This is an optimization exercise on Yosys and OpenROAD, whose aim is small area, not a production implementation.
The RTL was checked by simulation tests, not by an equivalence proof against the original design.
No activity file was given, so power comes from the tool's default toggle rates.

==> design/flow/design.v <==
module flex_frame (
    input  wire        clk,
    input  wire        rst,
    input  wire        sym_valid,
    input  wire [1:0]  sym,
    output reg  [1:0]  state,        
    output reg         ev_sync,
    output reg         ev_fiw_ok,
    output reg         ev_fiw_rej,
    output reg         ev_frame,
    output reg  [31:0] ev_info,
    output reg  [1:0]  ev_aux,
    output reg         wd_valid_a,   
    output wire        wd_valid_b,   
    output wire        wd_cd,        
    output wire [6:0]  wd_idx,
    output reg  [31:0] wd_word_a,
    output reg  [31:0] wd_word_b
);
    localparam [1:0] ST_SYNC1 = 2'd0, ST_FIW = 2'd1, ST_SYNC2 = 2'd2, ST_DATA = 2'd3;
    localparam integer LL = 249;      
    reg [63:0]   sync_buf;
    reg          pol;           
    reg [11:0]   cnt;           
    reg          toggle;        
    reg [3:0]    idle_seen;     
    reg [3:0]    cycle_no;
    reg [6:0]    frame_no;
    reg [4:0]    s1, s3;        
    reg [LL-1:0] la, lb, lc, ld;
    function automatic [4:0] mul_a;
        input [4:0] v;
        mul_a = {v[3:0], 1'b0} ^ (v[4] ? 5'b00101 : 5'b00000);
    endfunction
    function automatic [4:0] gmul;
        input [4:0] a;
        input [4:0] b;
        integer k;
        reg [4:0] p, t;
        begin
            p = 5'd0;
            t = a;
            for (k = 0; k < 5; k = k + 1) begin
                if (b[k]) p = p ^ t;
                t = mul_a(t);
            end
            gmul = p;
        end
    endfunction
    function automatic [4:0] apow;      
        input integer n;
        integer k;
        begin
            apow = 5'd1;
            for (k = 0; k < n; k = k + 1) apow = mul_a(apow);
        end
    endfunction
    function automatic [4:0] dist16;
        input [15:0] d;
        integer k;
        begin
            dist16 = 5'd0;
            for (k = 0; k < 16; k = k + 1) dist16 = dist16 + {4'd0, d[k]};
        end
    endfunction
    function automatic [5:0] pop32;
        input [31:0] d;
        integer k;
        begin
            pop32 = 6'd0;
            for (k = 0; k < 32; k = k + 1) pop32 = pop32 + {5'd0, d[k]};
        end
    endfunction
    wire [1:0] r     = pol ? ~sym : sym;
    wire       bit_a = r[1];
    wire       bit_b = sym[1] ^ sym[0];
    wire       tog   = toggle;
    wire       inc   = !(tog && state == ST_DATA);
    wire [11:0] c    = cnt + {11'd0, inc};
    wire [63:0] nbuf  = {sync_buf[62:0], ~sym[1]};
    wire [5:0]  mcnt  = pop32(nbuf[47:16] ^ 32'hA6C6AAAA);
    wire [4:0]  ccnt  = dist16(nbuf[63:48] ^ ~nbuf[15:0]);
    wire        hit_n = (mcnt < 6'd4)  && (ccnt < 5'd4);
    wire        hit_i = (mcnt > 6'd28) && (ccnt < 5'd4);
    wire [15:0] code  = sync_buf[63:48] ^ {16{pol}};
    wire m1 = dist16(code ^ 16'h870C) < 5'd4;
    wire m2 = dist16(code ^ 16'hB068) < 5'd4;
    wire m3 = dist16(code ^ 16'h7B18) < 5'd4;
    wire m4 = dist16(code ^ 16'hDEA0) < 5'd4;
    wire m5 = dist16(code ^ 16'h4C7C) < 5'd4;
    wire known  = m1 | m2 | m3 | m4 | m5;
    wire baud32 = m3 | m4 | m5;
    wire lev4   = m2 | m4 | m5;
    wire [4:0] s1sq = gmul(s1, s1);
    wire [4:0] dd   = s3 ^ gmul(s1, s1sq);
    wire       s1nz = |s1;
    reg  [30:0] emask;           
    integer i;
    always @* begin
        for (i = 0; i < 31; i = i + 1)
            emask[30 - i] = s1nz &&
                ((gmul(s1, apow((2 * i) % 31)) ^ gmul(s1sq, apow(i))) == dd);
    end
    wire       bch_ok = s1nz ? |emask : ~|s3;
    wire [1:0] nfix   = !s1nz ? 2'd0 : (dd == 5'd0) ? 2'd1 : 2'd2;
    reg [20:0] fx;
    integer b;
    always @* begin
        for (b = 0; b < 21; b = b + 1) fx[b] = la[30 - b] ^ emask[b];
    end
    wire [3:0] fsum = fx[3:0] + fx[7:4] + fx[11:8] + fx[15:12] + fx[19:16] + {3'd0, fx[20]};
    function automatic [31:0] pre_taps;
        input [LL-1:0] l;
        input          nb;
        integer j;
        begin
            pre_taps[31] = nb;
            for (j = 1; j < 32; j = j + 1) pre_taps[31 - j] = l[8 * j - 1];
        end
    endfunction
    function automatic is_idle;
        input [31:0] w;
        is_idle = (w == 32'h0) || (w == 32'hFFFFFFFF);
    endfunction
    wire last_bit = &c[7:0];
    wire idl_a = is_idle(pre_taps(la, bit_a));
    wire idl_b = is_idle(pre_taps(lb, bit_b));
    wire idl_c = is_idle(pre_taps(lc, bit_a));
    wire idl_d = is_idle(pre_taps(ld, bit_b));
    reg [3:0] idle_n;
    always @* begin
        idle_n = idle_seen;
        if (last_bit) begin
            if (!tog) begin
                idle_n[0] = idle_seen[0] | idl_a;
                idle_n[1] = idle_seen[1] | idl_b;
            end else begin
                idle_n[2] = idle_seen[2] | idl_c;
                idle_n[3] = idle_seen[3] | idl_d;
            end
        end
    end
    function automatic all_idle_f;
        input [3:0] v;
        input       b32;
        input       l4;
        all_idle_f = v[0] & (v[1] | !l4) & (v[2] | !b32) & (v[3] | !(b32 & l4));
    endfunction
    wire full_step = (c == 12'hAFF) && (!baud32 || tog);
    wire enA = sym_valid && ((state == ST_DATA && !tog) ||
                             (state == ST_FIW && (c[5] || (c[4] && |c[3:0]))));
    wire enC = sym_valid && state == ST_DATA && tog;
    always @(posedge clk) begin
        if (enA) begin
            la <= {la[LL-2:0], bit_a};
            lb <= {lb[LL-2:0], bit_b};
        end
        if (enC) begin
            lc <= {lc[LL-2:0], bit_a};
            ld <= {ld[LL-2:0], bit_b};
        end
    end
    always @(posedge clk) begin
        if (rst) begin
            state      <= ST_SYNC1;
            sync_buf   <= 64'd0;
            pol        <= 1'b0;
            cycle_no   <= 4'd0;
            frame_no   <= 7'd0;
            ev_sync    <= 1'b0;
            ev_fiw_ok  <= 1'b0;
            ev_fiw_rej <= 1'b0;
            ev_frame   <= 1'b0;
            wd_valid_a <= 1'b0;
        end else begin
            ev_sync    <= 1'b0;
            ev_fiw_ok  <= 1'b0;
            ev_fiw_rej <= 1'b0;
            ev_frame   <= 1'b0;
            wd_valid_a <= 1'b0;
            if (sym_valid) begin
                case (state)
                    ST_SYNC1: begin
                        sync_buf <= nbuf;
                        if (hit_n || hit_i) begin
                            pol     <= hit_i;
                            cnt     <= 12'd0;
                            state   <= ST_FIW;
                            ev_sync <= 1'b1;
                        end
                    end
                    ST_FIW: begin
                        cnt <= c;
                        if (c[5] || (c[4] && |c[3:0])) begin
                            if (c[6:0] == 7'd17) begin
                                s1 <= {4'd0, bit_a};
                                s3 <= {4'd0, bit_a};
                            end else begin
                                s1 <= mul_a(s1) ^ {4'd0, bit_a};
                                s3 <= mul_a(mul_a(mul_a(s3))) ^ {4'd0, bit_a};
                            end
                        end
                        if (c[6:0] == 7'd48) begin
                            s1  <= s1;
                            s3  <= s3;
                            cnt <= 12'd0;
                            if (!bch_ok || fsum != 4'hF) begin
                                ev_fiw_rej <= 1'b1;
                                state      <= ST_SYNC1;
                            end else begin
                                cycle_no  <= fx[7:4];
                                frame_no  <= fx[14:8];
                                ev_fiw_ok <= 1'b1;
                                state     <= ST_SYNC2;
                            end
                        end
                    end
                    ST_SYNC2: begin
                        cnt <= c;
                        if (c[6:0] == (baud32 ? 7'd80 : 7'd40)) begin
                            cnt       <= 12'hFFF;
                            toggle    <= 1'b0;
                            idle_seen <= 4'd0;
                            state     <= ST_DATA;
                        end
                    end
                    ST_DATA: begin
                        cnt        <= c;
                        toggle     <= !tog && baud32;
                        idle_seen  <= idle_n;
                        wd_valid_a <= &c[7:3];
                        if (full_step || all_idle_f(idle_n, baud32, lev4)) begin
                            ev_frame <= 1'b1;
                            state    <= ST_SYNC1;
                        end
                    end
                endcase
            end
        end
    end
    assign wd_cd      = baud32 & ~toggle;
    assign wd_idx     = {cnt[11:8], cnt[2:0]};
    assign wd_valid_b = wd_valid_a & lev4;
    integer k;
    always @* begin
        for (k = 0; k < 32; k = k + 1) begin
            wd_word_a[k] = wd_cd ? lc[8 * (31 - k)] : la[8 * (31 - k)];
            wd_word_b[k] = wd_cd ? ld[8 * (31 - k)] : lb[8 * (31 - k)];
        end
    end
    reg [31:0] fiw_info;
    always @* begin
        for (k = 0; k < 31; k = k + 1) fiw_info[k] = la[31 - k] ^ emask[k];
        fiw_info[31] = la[0] & ~bch_ok;
    end
    wire full_post = (cnt == 12'hAFF) && !toggle;
    always @* begin
        if (ev_sync) begin
            ev_info = {12'd0, known, lev4, baud32, pol, code};
            ev_aux  = 2'd0;
        end else if (ev_frame) begin
            ev_info = {18'd0, lev4, baud32, pol, cycle_no, frame_no};
            ev_aux  = {all_idle_f(idle_seen, baud32, lev4), full_post};
        end else begin
            ev_info = fiw_info;
            ev_aux  = ev_fiw_ok ? nfix : {1'b0, bch_ok};
        end
    end
endmodule
==> design/flow/run.sh <==
#!/bin/bash
# synth_recipe.tcl (not shown) runs the flow's synth.tcl, then flattens the netlist and writes it again
# the make line also repeats each setting of config.mk as NAME=value (left out here)
make -C /OpenROAD-flow-scripts/flow DESIGN_CONFIG=/design/flow/config.mk WORK_HOME=/design/flow/orfs CLKGATE_MAP_FILE= SYNTH_SCRIPT=/design/flow/synth_recipe.tcl finish
==> design/flow/config.mk <==
export PLATFORM = sky130hd
export DESIGN_NAME = flex_frame
export DESIGN_NICKNAME = flex_frame
export VERILOG_FILES = /design/flow/design.v
export SDC_FILE = /design/flow/constraint.sdc
export NUM_CORES = 4
export LEC_CHECK = 0
export CAP_MARGIN = 20
export CORE_MARGIN = 2
export CORE_UTILIZATION = 65
export CTS_BUF_LIST = sky130_fd_sc_hd__clkbuf_8
export CTS_CLUSTER_DIAMETER = 60
export CTS_CLUSTER_SIZE = 18
export PLACE_DENSITY = 0.8
export SLEW_MARGIN = 20
==> design/flow/constraint.sdc <==
create_clock -name core_clock -period 40.0 [get_ports {clk}]
set_input_delay 8.0000 -clock core_clock [delete_from_list [all_inputs] [get_ports {clk}]]
set_output_delay 8.0000 -clock core_clock [all_outputs]
set_load 0.01 [all_outputs]
==> impl_metrics.py, run 1 <==
metrics = {
    "synth": {
        "ys_types": 85,
        "postSynth.asyncResetShare_pct": 0,
        "ys_warn_count": 1,
        "synth_flop_cell": "edfxtp_1",
        "ys_seq_area_share_pct": 70.0,
        "yosys.area.top_type": "edfxtp_1",
        "synth_most_common_cell": "edfxtp_1",
        "yosys-top-cells-area": "edfxtp_1, xnor2_1, fa_1, dfxtp_1, xor2_1",
        "syn_nets": 3041,
        "netlist_instances": 2892,
        "synth_seq_cells": 1106,
        "syn_area_um2": 46200,
        "syn_avg_cell_area_um2": 16.0,
        "synth_edf_count": 1023,
        "yosysTopAreaCellShare_pct": 66.4,
        "synth_common_cells": "edfxtp_1, xnor2_1, nand2_1, inv_1, xor2_1",
    },
    "timing": {
        "fin_ws_ns": 23.78,
        "tightest_slew_ns": 1.10,
        "finalClockSkew_ns": 0.0782,
        "fin_setup_tns_ns": 0,
        "setup_viol": 0,
        "hold_viol": 0,
        "rsz0062_at_grt": "no",
        "timing.final.crit_share_pct": 40.5,
        "whs_ns": 0.400,
        "finalMaxSlewViolations": 0,
        "layout_min_cycle_time_ns": 16.22,
        "max_freq_mhz": 61.7,
        "slew_headroom_pct": 26.3,
    },
    "floorplanning": {
        "ios": 119,
        "core_area_um2": 70300,
        "die_area_um2": 73300,
        "num_rows": 97,
        "initial_utilization_pct": 65.8,
        "die_w_um": 271,
        "die_h_um": 271,
    },
    "clock_tree": {
        "root_buffer": "clkbuf_8",
        "h-tree-depth": 3,
        "hold_buffers": 0,
        "clkTransAtPathRegs_ns": 0.11,
        "cts_buffers": 77,
        "clk-insertion-delay-late_ns": 0.72,
        "cts_tree": "yes",
        "cts.sinks": 1106,
        "post_cts_buffers": 0,
        "postCtsResizedCells": 0,
        "clk_path_buf_depth": 3,
    },
    "final_layout": {
        "seqCellArea_um2": 32400,
        "area_delta_synth_final_pct": 7.69,
        "final.fill_count": 4240,
        "fin_nets": 3167,
        "multiInputGateArea_um2": 12800,
        "drive_gt1_share_pct": 9.02,
        "fin_area_um2": 49800,
    },
    "placement": {
        "io_buffer_count": 118,
        "place_hpwl_um": 69400,
        "gp_congestion": 0.959,
        "post_dp_cell_area_um2": 48400,
        "pre_cts_ws_ns": 24.74,
    },
    "grt": {
        "grt-ovfl-total": 0,
        "grt_usage_pct": 27.4,
        "grt_antenna_before_repair": 2,
        "grt_pass1_vias": 23728,
        "grt_pass1_wl_um": 148000,
        "grt_max_degree": 187,
    },
    "detailed_routing": {
        "dr.pass1.iters": 6,
        "via_per_inst": 5.94,
        "drc": 0,
        "ant_nets": 0,
        "vias": 23781,
        "wl_um": 99800,
        "drtIter0Drc": 2285,
        "wire_per_inst_um": 24.9,
    },
    "setup_path": {
        "worstReg2RegStart": "s1[3]",
        "worstSetupStartpointType": "flop",
        "regToRegSetupSlack_ns": 29.15,
        "worst_r2r_path_depth": 28,
        "crit_required_ns": 32.00,
        "reg2reg_to": "cycle_no[0]",
        "worstSetupStartpoint": "s1[3]",
        "cp_data_arrival_time_ns": 8.22,
        "cp_max_fo": 34,
        "endpoint": "ev_info[31]",
        "end_kind": "primary output",
        "crit_type": "flop to primary output",
    },
    "job": {
        "drv_cap": 0,
    },
    "min_path": {
        "hold_path_class": "flop to flop",
    },
    "outcome": {
        "run_status": "timing/DRC/antenna clean",
    },
    "pwr": {
        "p_per_area_nw_per_um2": 35.8,
        "ir_drop_v": 0.0000367,
        "p_leak_nw": 14.8,
    },
}
worst max-delay path: stages (launching register included):
cell	delay (ns)
edfxtp_1	0.37
buf_4	0.27
ha_1	0.33
buf_4	0.41
xor2_2	0.77
a21boi_0	0.29
o21ai_2	0.37
xnor3_1	0.60
xnor2_4	0.85
xor2_1	0.62
xnor2_1	0.17
nand4_1	0.28
o2111ai_1	0.14
or4_1	0.85
a21oi_1	0.50
clkdlybuf4s50_1	0.64
state kept, by name (all words and copies together) (netlist names), 4 cells and up, named ones only:
| register | flops |
|---|---|
| frame_no | 7 |
| ld | 249 |
| cnt | 12 |
| idle_seen | 4 |
| sync_buf | 64 |
| s1 | 5 |
| lb | 249 |
| cycle_no | 4 |
| lc | 249 |
| la | 249 |
| s3 | 5 |
worst min-delay path by stage:
stage	cells past startpoint	slack (ns)	startpoint	to
final	0	0.40	la[66]	la[67]
after global routing	0	0.41	ld[162]	ld[163]
after CTS	0	0.40	la[66]	la[67]
after detailed placement	0	0.40	la[212]	la[213]
after global placement	0	0.40	ld[77]	ld[78]
after floorplan	0	0.40	la[99]	la[100]
metal layers:
| metal | global-route usage [%] | share of wire (%) | vias to the layer above |
|---|---|---|---|
| li1 | - | - | 10697 |
| met1 | 38.3 | 42 | 12027 |
| met2 | 43.8 | 48 | 857 |
| met3 | 4.14 | 6.0 | 200 |
| met4 | 11.3 | 4.2 | 0 |
| met5 | 0 | 0 | - |
final cells by class:
| class | instances | area share (%) |
|---|---|---|
| well taps | 940 | 2.36 |
| diodes | 2 | 0.0101 |
| clock inverters | 44 | 0.583 |
| multi-input cells | 1544 | 25.8 |
| inverters | 129 | 0.972 |
| repair buffers | 160 | 3.10 |
| clock buffers | 78 | 2.16 |
| flip-flops and latches | 1106 | 65.0 |
per-stage QoR:
step | power (mW) | instances | utilization [%]
5_1_grt | 1.84 | 4002 | 70.9
4_1_cts | 1.80 | 4000 | 70.8
2_1_floorplan | 1.27 | 2892 | -
6_report | 1.78 | 4003 | 70.9
3_5_place_dp | 1.28 | 3878 | 68.8
3_3_place_gp | 1.28 | 3878 | 68.8
cells in the final DEF (no fill, tap or decap), types with 7 or more instances in the layout:
cell             synthesis  final
nor2_1                  79     77
nand2_1                208    207
nand4_1                 57     57
or4_1                    7      7
nor3_1                  34     33
ha_1                    55     55
xor2_1                 126    126
nand3_1                 43     43
inv_1                  127    153
clkdlybuf4s50_1          0    117
mux2i_1                  9      9
clkbuf_8                 0     78
edfxtp_1              1023   1023
xnor2_1                314    313
or2_2                    8      8
nand2b_1                13     13
a31oi_1                 11     11
nor2b_1                 10     10
and2_1                  11     11
dfxtp_1                 83     83
a41oi_1                 11     11
a21oi_1                118    117
mux2_2                  68     68
o21a_1                  14     14
o21ai_0                 47     47
fa_1                    89     89
xnor3_1                 23     23
nor4_1                  53     52
xnor2_2                 13     14
buf_4                   17     37
report_power, final:
part           internal, mW  total (mW)  leakage [nW]  switching [mW]
Clock                 0.190       0.533         0.786           0.343
Combinational       0.00175     0.00724          5.48         0.00548
Sequential             1.24        1.24          8.51        0.000130
Total                  1.43        1.78          14.8           0.349
cells by family after synthesis:
group	Yosys count	share of synthesized area (%)
DFF	1106	70.0
AOI/OAI and AO/OA	262	3.48
adders and majority gates	144	5.34
and+or+nand+nor	566	6.10
buffers and inverters	242	2.36
muxes	79	1.91
xor gates and xnor gates	493	10.8
==> run 2, diff against run 1 <==
--- a/design/flow/config.mk
+++ b/design/flow/config.mk
@@ -8,8 +8,8 @@
 export CAP_MARGIN = 20
 export CORE_MARGIN = 2
 export CORE_UTILIZATION = 65
-export CTS_BUF_LIST = sky130_fd_sc_hd__clkbuf_8
-export CTS_CLUSTER_DIAMETER = 60
-export CTS_CLUSTER_SIZE = 18
+export CTS_BUF_LIST = sky130_fd_sc_hd__clkbuf_16
+export CTS_CLUSTER_DIAMETER = 100
+export CTS_CLUSTER_SIZE = 30
 export PLACE_DENSITY = 0.8
 export SLEW_MARGIN = 20
==> run 2 against run 1 <==
Still clean. Routed wire length up 6.2%. Core utilization down 0.062 points. Die area unchanged. Final area about the same. Worst setup slack better by 0.073 ns.
==> impl_metrics.py, run 2 <==
metrics = {
    "final_layout": {
        "layout_common_cells": "edfxtp_1, xnor2_1, nand2_1",
        "fin_nets": 3134,
        "area_delta_synth_final_pct": 7.59,
        "final_common_cell": "edfxtp_1",
        "finish.utilization_pct": 70.8,
        "drive_gt1_share_pct": 7.62,
    },
    "clock_tree": {
        "clk-insertion-delay-late_ns": 0.63,
        "root_buffer": "clkbuf_16",
        "cts_tree": "yes",
        "post_cts_buffers": 0,
        "hold_buffers": 0,
        "cts_buffers": 44,
        "clkTransAtPathRegs_ns": 0.11,
        "h-tree-depth": 2,
        "cts.sinks": 1106,
        "postCtsResizedCells": 0,
        "clk_path_buf_depth": 3,
    },
    "floorplanning": {
        "die_w_um": 271,
        "ios": 119,
        "die_area_um2": 73300,
        "num_rows": 97,
        "initial_utilization_pct": 65.8,
        "core_area_um2": 70300,
        "die_h_um": 271,
    },
    "detailed_routing": {
        "wire_per_inst_um": 26.8,
        "ant_nets": 0,
        "vias": 24132,
        "via_per_inst": 6.09,
        "wl_um": 106000,
        "dr.pass1.iters": 8,
        "drc": 0,
        "drtIter0Drc": 2395,
    },
    "setup_path": {
        "cp_max_fo": 34,
        "reg2reg_to": "cycle_no[0]",
        "cpMostUsedCell": "buf_4",
        "worst_r2r_path_depth": 28,
        "critical_path.top_delay_family": "XOR/XNOR gates",
        "worstReg2RegStart": "s1[3]",
        "max_stage_delay_ns": 0.86,
        "crit_type": "flop to primary output",
        "worstSetupStartpoint": "s1[3]",
        "end_kind": "primary output",
        "regToRegSetupSlack_ns": 29.23,
        "worst-path-buf-inv": 3,
        "worstSetupStartpointType": "flop",
        "crit_required_ns": 32.00,
        "cp_slowest_cell": "xnor2_4",
        "cp_data_arrival_time_ns": 8.15,
        "path_cells": "buf_4, ha_1, buf_4, xor2_2, a21boi_0, o21ai_2, xnor3_1, xnor2_4, xor2_1, xnor2_1, nand4_1, o2111ai_1, or4_1, a21oi_1, clkdlybuf4s50_1",
    },
    "timing": {
        "hold_viol": 0,
        "max_freq_mhz": 61.9,
        "slew_headroom_pct": 28.7,
        "finalClockSkew_ns": 0.0464,
        "timing.final.crit_share_pct": 40.4,
        "finalMaxSlewViolations": 0,
        "fin_setup_tns_ns": 0,
        "layout_min_cycle_time_ns": 16.15,
        "rsz0062_at_grt": "no",
        "tightest_slew_ns": 1.07,
        "setup_viol": 0,
    },
    "synth": {
        "ys_warn_count": 1,
        "syn_area_um2": 46200,
        "syn_nets": 3041,
        "postSynth.asyncResetShare_pct": 0,
        "synth_common_cells": "edfxtp_1, xnor2_1, nand2_1, inv_1, xor2_1",
        "yosys.area.top_type": "edfxtp_1",
        "synth_seq_cells": 1106,
        "synth_flop_cell": "edfxtp_1",
        "syn_avg_cell_area_um2": 16.0,
        "synth_most_common_cell": "edfxtp_1",
        "netlist_instances": 2892,
        "yosys-top-cells-area": "edfxtp_1, xnor2_1, fa_1, dfxtp_1, xor2_1",
        "ys_types": 85,
        "yosysTopAreaCellShare_pct": 66.4,
        "synth_edf_count": 1023,
        "ys_seq_area_share_pct": 70.0,
    },
    "pwr": {
        "ir_drop_v": 0.0000485,
        "seq_power_share_pct": 69.2,
        "swShare_pct": 19.0,
        "power.switching_mw": 0.341,
        "p_clk_share_pct": 30.3,
        "totalPowerFinal_mw": 1.79,
        "p_per_area_nw_per_um2": 36.1,
        "intPower_mw": 1.45,
        "combPwrFrac_pct": 0.4,
        "p_leak_nw": 14.7,
    },
    "grt": {
        "grt-ovfl-total": 0,
        "grt_pass1_wl_um": 155000,
        "grt_max_degree": 187,
        "grt_usage_pct": 28.9,
        "grt_pass1_vias": 24121,
        "grt_antenna_before_repair": 3,
    },
    "min_path": {
        "min_to": "la[213]",
        "whs_path_depth": 0,
        "hp-start": "la[212]",
        "hold_path_class": "flop to flop",
    },
    "outcome": {
        "run_status": "timing/DRC/antenna clean",
    },
    "placement": {
        "gp_congestion": 0.959,
        "place_hpwl_um": 69400,
        "io_buffer_count": 118,
    },
    "job": {
        "drv_cap": 0,
    },
}
[run 2: cell counts after synthesis]
No cell type changed its count.
[run 2: kinds of logic after synthesis]
kind of cell	Yosys count	share of synthesized area, %
DFF	1106	70.0
buffers and inverters	242	2.36
muxes	79	1.91
AOI/OAI and AO/OA	262	3.48
adders and majority gates	144	5.34
xor gates and xnor gates	493	10.8
and+or+nand+nor	566	6.10
[run 2: how the worst max path moves through the flow]
stage	end	slack (ns)	depth (start not counted)
after detailed placement	ev_info[31]	24.74	15
final	ev_info[31]	23.85	15
after global routing	ev_info[31]	23.46	16
after floorplan	lc[0]	10.16	2
after CTS	ev_info[31]	23.99	15
after global placement	ev_info[31]	24.60	15
[run 2: per-layer routing]
| layer | track usage (%) | vias to the layer above | wire (um) |
|---|---|---|---|
| li1 | - | 10637 | - |
| met1 | 39.5 | 12224 | 42500 |
| met2 | 48.0 | 1055 | 52200 |
| met3 | 3.67 | 216 | 6950 |
| met4 | 11.1 | 0 | 4400 |
| met5 | 0 | - | 0 |
[run 2: worst reg2reg max path, delay by kind of cell, from the launching register on]
kind	cells	cell delay, ns
fa+ha+maj	6	2.42
simple gates	2	1.07
xor+xnor	13	5.26
flops	1	0.37
buf+inv	4	0.77
compound gates	3	0.81
[run 2: power by group through the flow]
stage                     clock network (mW)  registers (mW)  logic, mW
after floorplan                            0            1.27    0.00481
after global placement                     0            1.27    0.00685
after detailed placement                   0            1.27    0.00705
after CTS                              0.553            1.24    0.00723
after global routing                   0.586            1.24    0.00796
final                                  0.544            1.24    0.00732
[run 2: cell type report]
type | count | area, um^2
tap | 940 | 1180
inverter | 129 | 484
sequential | 1106 | 32400
timing repair buffer | 160 | 1540
multi-input combinational | 1544 | 12800
clock buffer | 44 | 1100
fill | 4218 | 20500
antenna | 2 | 5.00
clock inverter | 36 | 219
[run 2: through the flow]
stage / hold WS [ns] / worst slack [ns] / instances / cell area [um^2]
finish: 0.413 / 23.85 / 3961 / 49800
global route: 0.424 / 23.46 / 3959 / 49700
CTS: 0.415 / 23.99 / 3958 / 49700
detailed placement: 0.405 / 24.74 / 3878 / 48400
global placement: 0.401 / 24.60 / 3878 / 48400
floorplan: 0.400 / 10.16 / 2892 / 46200
==> run 3, diff against run 2 <==
==> design/flow/config.mk (replaced) <==
export PLATFORM = sky130hd
export DESIGN_NAME = flex_frame
export DESIGN_NICKNAME = flex_frame
export VERILOG_FILES = /design/flow/design.v
export SDC_FILE = /design/flow/constraint.sdc
export NUM_CORES = 4
export LEC_CHECK = 0
export CAP_MARGIN = 20
export CORE_MARGIN = 2
export CORE_UTILIZATION = 40
export PLACE_DENSITY = 0.6
export SLEW_MARGIN = 20
==> run 3 against run 2 <==
Still clean. First-iteration DRC count decreased by 7.3%. Cell count increased by 18%. Synthesized cell count is the same. Worst setup slack gained 0.17 ns. Sequential share of layout area decreased by 3.9 points. Area after synthesis unchanged. Hold slack got worse by 0.026 ns. Critical path depth is the same. Critical path type unchanged.
==> impl_metrics.py, run 3 <==
metrics = {
    "clock_tree": {
        "clk-insertion-delay-late_ns": 0.69,
        "cts.sinks": 1106,
        "cts_buffers": 111,
        "root_buffer": "clkbuf_16",
        "clkTransAtPathRegs_ns": 0.06,
        "cts_tree": "yes",
        "post_cts_buffers": 0,
        "hold_buffers": 0,
        "h-tree-depth": 3,
        "postCtsResizedCells": 0,
        "clk_path_buf_depth": 3,
    },
    "synth": {
        "netlist_instances": 2892,
        "yosysTopAreaCellShare_pct": 66.4,
        "synth_flop_cell": "edfxtp_1",
        "syn_area_um2": 46200,
        "syn_avg_cell_area_um2": 16.0,
        "synth_common_cells": "edfxtp_1, xnor2_1, nand2_1, inv_1, xor2_1",
        "ys_seq_area_share_pct": 70.0,
        "syn_nets": 3041,
        "yosys-top-cells-area": "edfxtp_1, xnor2_1, fa_1, dfxtp_1, xor2_1",
        "synth_edf_count": 1023,
        "ys_types": 85,
        "postSynth.asyncResetShare_pct": 0,
        "synth_seq_cells": 1106,
        "synth_most_common_cell": "edfxtp_1",
        "yosys.area.top_type": "edfxtp_1",
        "ys_warn_count": 1,
    },
    "floorplanning": {
        "core_area_um2": 115000,
        "die_area_um2": 118000,
        "die_h_um": 344,
        "initial_utilization_pct": 40.4,
        "ios": 119,
        "num_rows": 124,
        "die_w_um": 344,
    },
    "timing": {
        "slew_headroom_pct": 22.1,
        "rsz0062_at_grt": "no",
        "timing.final.crit_share_pct": 40.0,
        "fin_setup_tns_ns": 0,
        "finalMaxSlewViolations": 0,
        "max_freq_mhz": 62.6,
        "finalClockSkew_ns": 0.0346,
        "layout_min_cycle_time_ns": 15.98,
        "hold_viol": 0,
        "setup_viol": 0,
        "whs_ns": 0.387,
        "tightest_slew_ns": 1.16,
    },
    "pwr": {
        "totalPowerFinal_mw": 2.31,
        "p_clk_share_pct": 45.9,
        "power.switching_mw": 0.441,
        "p_leak_nw": 15.8,
        "ir_drop_v": 0.0000374,
        "intPower_mw": 1.87,
        "swShare_pct": 19.1,
        "seq_power_share_pct": 53.8,
        "combPwrFrac_pct": 0.3,
        "p_per_area_nw_per_um2": 43.7,
    },
    "grt": {
        "grt_pass1_vias": 22629,
        "grt_pass1_wl_um": 150000,
        "grt_usage_pct": 17.2,
        "grt-ovfl-total": 0,
        "grt_max_degree": 183,
        "grt_antenna_before_repair": 3,
    },
    "setup_path": {
        "worst-path-buf-inv": 4,
        "crit_required_ns": 32.00,
        "crit_type": "flop to primary output",
        "critical_path.top_delay_family": "adder cells",
        "worstSetupStartpointType": "flop",
        "cp_slowest_cell": "dfxtp_1",
        "cpMostUsedCell": "fa_1",
        "max_stage_delay_ns": 0.96,
        "end_kind": "primary output",
        "regToRegSetupSlack_ns": 29.85,
        "path_cells": "xor2_1, fa_1, fa_1, inv_1, fa_1, fa_1, inv_1, fa_1, ha_1, nor4_1, a31oi_1, nor2_4, buf_4, mux2_2, clkdlybuf4s50_1",
        "cp_max_fo": 46,
        "cp_data_arrival_time_ns": 7.98,
    },
    "detailed_routing": {
        "wl_um": 102000,
        "via_per_inst": 5.08,
        "wire_per_inst_um": 21.9,
        "vias": 23706,
        "dr.pass1.iters": 6,
        "ant_nets": 0,
        "drtIter0Drc": 2221,
        "drc": 0,
    },
    "placement": {
        "post_dp_cell_area_um2": 49200,
        "io_buffer_count": 118,
        "gp_congestion": 0.943,
        "place_hpwl_um": 68500,
    },
    "final_layout": {
        "final_common_cell": "edfxtp_1",
        "area_delta_synth_final_pct": 14.4,
        "drive_gt1_share_pct": 11.0,
        "layout_common_cells": "edfxtp_1, xnor2_1, nand2_1",
        "fin_nets": 3206,
        "fin_area_um2": 52900,
        "finish.utilization_pct": 46.2,
    },
    "min_path": {
        "hold_path_class": "flop to flop",
    },
    "outcome": {
        "run_status": "timing/DRC/antenna clean",
    },
    "job": {
        "drv_cap": 0,
    },
}
-- run 3: final timing paths --
| kind | from | endpoint | cells after the start |
|---|---|---|---|
| setup reg to reg | s1[3] | frame_no[4] | 29 |
| hold / removal | lc[13] | lc[14] | 0 |
| hold reg to reg | lc[13] | lc[14] | 0 |
| setup / recovery | pol | wd_word_b[16] | 15 |
-- run 3: per-stage QoR --
| stage | worst slack [ns] | std cells |
|---|---|---|
| 3_3_place_gp | 24.83 | 4456 |
| 2_1_floorplan | 10.16 | 2892 |
| 4_1_cts | 23.91 | 4663 |
| 3_5_place_dp | 24.64 | 4456 |
| 5_1_grt | 23.60 | 4663 |
| 6_report | 24.02 | 4666 |
-- run 3: routing by layer --
layer,global-route usage [%],part of all wire [%],up-vias
li1,-,-,10863
met1,25.4,46,12005
met2,25.4,45,660
met3,2.93,5.4,178
met4,6.43,3.6,0
met5,0,0,-
-- run 3: cell families (layout without fill, tap and decap cells) --
group / count (synthesis) / in the layout / share of synthesized area (%)
adder cells (fa/ha/maj): 144 / 144 / 5.34
other: 0 / 3 / 0
flip-flops: 1106 / 1106 / 70.0
XOR/XNOR: 493 / 493 / 10.8
AND/OR/NAND/NOR: 566 / 566 / 6.10
buffers and inverters: 242 / 501 / 2.36
multiplexers: 79 / 79 / 1.91
AO/OA/AOI/OAI: 262 / 262 / 3.48
-- run 3: worst register-to-register path, delay by kind of cell (launching register included) --
family / cells / cell delay [ns]
XOR/XNOR: 13 / 4.42
buffers and inverters: 5 / 1.09
AND/OR/NAND/NOR: 2 / 1.08
flip-flops: 1 / 0.37
adder cells (fa/ha/maj): 6 / 2.46
AO/OA/AOI/OAI: 3 / 0.69
-- run 3: layout make-up --
class / instances / area [um^2]
antenna: 3 / 7.51
clock buffer: 138 / 2920
clock inverter: 69 / 842
fill: 9892 / 61600
inverter: 129 / 484
multi-input combinational: 1544 / 12800
sequential: 1106 / 32400
tap: 1512 / 1890
timing repair buffer: 165 / 1570
-- run 3: power by group through the flow --
stage | Combinational, mW | Sequential, mW | Clock (mW)
after floorplan | 0.00481 | 1.27 | 0
after global placement | 0.00721 | 1.27 | 0
after detailed placement | 0.00720 | 1.27 | 0
after CTS | 0.00724 | 1.24 | 1.09
after global routing | 0.00797 | 1.24 | 1.13
final | 0.00710 | 1.24 | 1.06

-- port drivers added, routing unchanged --
How much do the figures lean on ideal ports? The routed layouts below were timed once more, with nothing changed but the port constraints.
Step 1 sets driving cells, clkbuf_16 on the clock port and buf_2 on the other inputs (assumed; they add their load-dependent delay and slew).
Step 2, shift: input delay + t, output delay - t, t = (earliest + latest rising clock arrival at the registers) / 2. This alone moves slack from input paths to output paths.
Slacks: ideal ports / drivers / drivers and shift; pairs: ideal ports / drivers.
| run | shift t [ns] | setup WS [ns] | clock arrival spread, ns |
|---|---|---|---|
| run 1 | 0.744 | 23.781 / 23.720 / 24.464 | 0.079 / 0.078 |
| run 2 | 0.678 | 23.853 / 23.785 / 24.463 | 0.046 / 0.046 |
| run 3 | 0.745 | 24.020 / 23.948 / 24.693 | 0.034 / 0.034 |
After both steps setup and hold are still met in every run listed.
